Source: an optimization exercise on an open RTL-to-GDS flow (aim: small area, a short achievable clock period and few clock cycles). Production flows keep margins and buffers that such runs may drop.
Function was checked by simulation only, so behaviour that the tests miss may differ from the original.
Power is estimated from default activity; no workload was simulated.

## asmemu_cpu
module asmemu_cpu (
    input  wire        clk,
    input  wire        rst,
    output reg         mem_req,
    output reg         mem_we,
    output reg  [15:0] mem_addr,
    output reg  [7:0]  mem_wdata,
    input  wire        mem_ready,
    input  wire [7:0]  mem_rdata,
    output reg         out_valid,
    output reg  [7:0]  out_data,
    output wire        halted,
    output wire        faulted,
    output wire [2:0]  fault_code,
    input  wire [3:0]  dbg_sel,
    output reg  [15:0] dbg_data
);
Settings: LEC_CHECK=0, CAP_MARGIN=20, CORE_MARGIN=2, CORE_UTILIZATION=30, PLACE_DENSITY=0.5, SLEW_MARGIN=20; clock period 14.0 ns.
standard.sh (not shown) runs the stock make flow with config.mk's settings and CLKGATE_MAP_FILE= SYNTH_SCRIPT=/design/flow/synth_recipe.tcl, a recipe that flattens the netlist after the stock synthesis.
==> flow/flow/run.sh <==
#!/bin/bash
set -euo pipefail
bash standard.sh SETUP_SLACK_MARGIN=7 finish > standard_flow.log 2>&1
Testbench counts at the start, summed over its fixed seeds: cycles 127,332.
Edit:
--- a/flow/design.v
+++ b/flow/design.v
@@ -337,49 +337,49 @@
                     e_final = !j_take;
                 else if (fmt == F_N)
                     e_final = !d_hlt;
                 else if (fmt == F_I8)
                     e_final = !((mdata[15:8] == 8'h21) && (r_ax[15:8] == 8'h09));
                 else
                     e_final = !((kind == K_MUL) || (kind == K_DIV) || (fmt == F_RR));
             end
             E_RD0W: e_final = !mem_two && !rmw && (kind != K_MUL) && (kind != K_DIV);
             E_RD1W: e_final = 1'b1;
             E_RR2:  e_final = 1'b1;
+            E_MULI, E_DIVI: e_final = (icnt == 4'd0);
             E_WR0:  e_final = !mem_two && mem_ready && !wr_hit;
             E_WR1:  e_final = mem_ready && !wr_hit;
             E_STR:  e_final = spend && (mem_rdata == 8'h24);
             default: e_final = 1'b0;
         endcase
     end
     wire g_fault = (estate == E_IDLE) && (gcnt != 3'd0) && cursor[16];
     wire g_take  = hv && e_final && running;
     wire        g_jmp  = (fmt == F_J8) || (fmt == F_J16);
     wire        g_idx  = (fmt == F_RX) || (fmt == F_X) || (fmt == F_XI);
     wire [15:0] g_xi   = g_idx ? xi : 16'd0;
     wire [7:0]  lo_a   = (fmt == F_J16) ? mdata[15:8] : hb;
     wire [7:0]  lo_b   = g_jmp ? cursor[7:0] : g_xi[7:0];
     wire [8:0]  ea_lo  = {1'b0, lo_a} + {1'b0, lo_b} + {8'd0, g_jmp};
     wire [9:0]  hi_a   = g_jmp ? {1'b0, cursor[16:8]} : {2'b00, hb};
     wire [9:0]  hi_b   = g_jmp ? ((fmt == F_J16) ? {{2{hb[7]}}, hb} : {10{hb[7]}})
                                : {2'b00, g_xi[15:8]};
     wire        hi_c   = g_jmp ? ea_lo[8] : ea[8];
     wire [9:0]  ea_hi  = hi_a + hi_b + {9'd0, hi_c};
     always @* begin
-        case (dbg_sel)
-            4'd0, 4'd1, 4'd2, 4'd3, 4'd4, 4'd5, 4'd6, 4'd7:
-                     dbg_data = rsel(dbg_sel[2:0], rf);
-            4'd8:    dbg_data = ip;
-            4'd9:    dbg_data = {13'd0, sf, zf, cf};
-            default: dbg_data = 16'd0;
-        endcase
+        if (!dbg_sel[3])
+            dbg_data = rsel(dbg_sel[2:0], rf);
+        else if (!dbg_sel[0])
+            dbg_data = ip;
+        else
+            dbg_data = {13'd0, sf, zf, cf};
     end
     reg        outv;
     always @* begin
         out_valid = outv;
         out_data  = wbuf;
     end
     reg        rw_en;
     reg [3:0]  rw_id;
     reg [15:0] rw_val;
     reg        md_en;
     reg [15:0] md_ax, md_dx;
Cell count goes up by 1.3%.
Flip-flop and latch count is unchanged.
Register-to-register slack is better by 0.10 ns.
Total power went up by 3.5%.
Sequential share of layout area went down by 0.20 points.
Testbench counts after the change, summed over its fixed seeds: cycles 125,642.

--- another note on this design; it stands on its own ---

// asmemu_cpu
module asmemu_cpu (
    input  wire        clk,
    input  wire        rst,
    output reg         mem_req,
    output reg         mem_we,
    output reg  [15:0] mem_addr,
    output reg  [7:0]  mem_wdata,
    input  wire        mem_ready,
    input  wire [7:0]  mem_rdata,
    output reg         out_valid,
    output reg  [7:0]  out_data,
    output wire        halted,
    output wire        faulted,
    output wire [2:0]  fault_code,
    input  wire [3:0]  dbg_sel,
    output reg  [15:0] dbg_data
);
Settings: LEC_CHECK=0, CAP_MARGIN=20, CORE_MARGIN=2, CORE_UTILIZATION=30, CTS_CLUSTER_DIAMETER=60, CTS_CLUSTER_SIZE=24, PLACE_DENSITY=0.5, SLEW_MARGIN=20; clock period 14.0 ns.
standard.sh (not shown) runs the stock make flow with config.mk's settings and CLKGATE_MAP_FILE= SYNTH_SCRIPT=/design/flow/synth_recipe.tcl, a recipe that flattens the netlist after the stock synthesis.
==> flow/flow/run.sh <==
#!/bin/bash
set -euo pipefail
bash standard.sh SETUP_SLACK_MARGIN=7 "BUFFER_PORTS_ARGS=-buffer_cell sky130_fd_sc_hd__buf_2" finish > standard_flow.log 2>&1
Testbench counts at the start, summed over its fixed seeds: cycles 125,642.
Change:
ABC_AREA = 1   (was not set)
CORE_UTILIZATION = 45   (was 30)
PLACE_DENSITY = 0.6   (was 0.5)
After rerunning: The changed run produced a clean layout. Clock-buffer cell count rose by 3. Final cell count rises by 5.6%. Core utilization rose by 16 points. Die area fell by 34%.

==> re-timing with driven ports <==
The results above use ideal ports. As a check the final layouts listed here were re-extracted and re-timed, cells and wires unchanged.
Step 1 sets driving cells, clkbuf_16 on the clock port and buf_2 on the other inputs (assumed; they add their load-dependent delay and slew).
Step 2 adds t to the input delays and takes it off the output delays; t is the mean of the earliest and latest rising clock arrival at the registers after step 1. Input paths then give back, and output paths get back, about the clock's delay inside the block.
Three values: ideal ports, drivers, drivers and shift; two values: the first two.
| run | t, ns | slack for setup (ns) | latest minus earliest clock arrival (ns) | worst register clock-pin slew, ns |
|---|---|---|---|---|
| the first run of note 1 | 0.651 | 6.910 / 6.839 / 6.525 | 0.031 / 0.031 | 0.07 / 0.07 |
| the second run of note 1 | 0.633 | 6.899 / 6.834 / 6.544 | 0.027 / 0.027 | 0.07 / 0.07 |
| the first run of note 2 | 0.634 | 6.957 / 6.889 / 6.689 | 0.040 / 0.040 | 0.09 / 0.09 |
| the second run of note 2 | 0.637 | 6.929 / 6.862 / 6.590 | 0.058 / 0.058 | 0.09 / 0.09 |
After both steps every run listed still meets setup and hold. The setup slack of the first run of note 1, which loses most, moves by -0.071 ns with the drivers and by -0.385 ns with both steps.
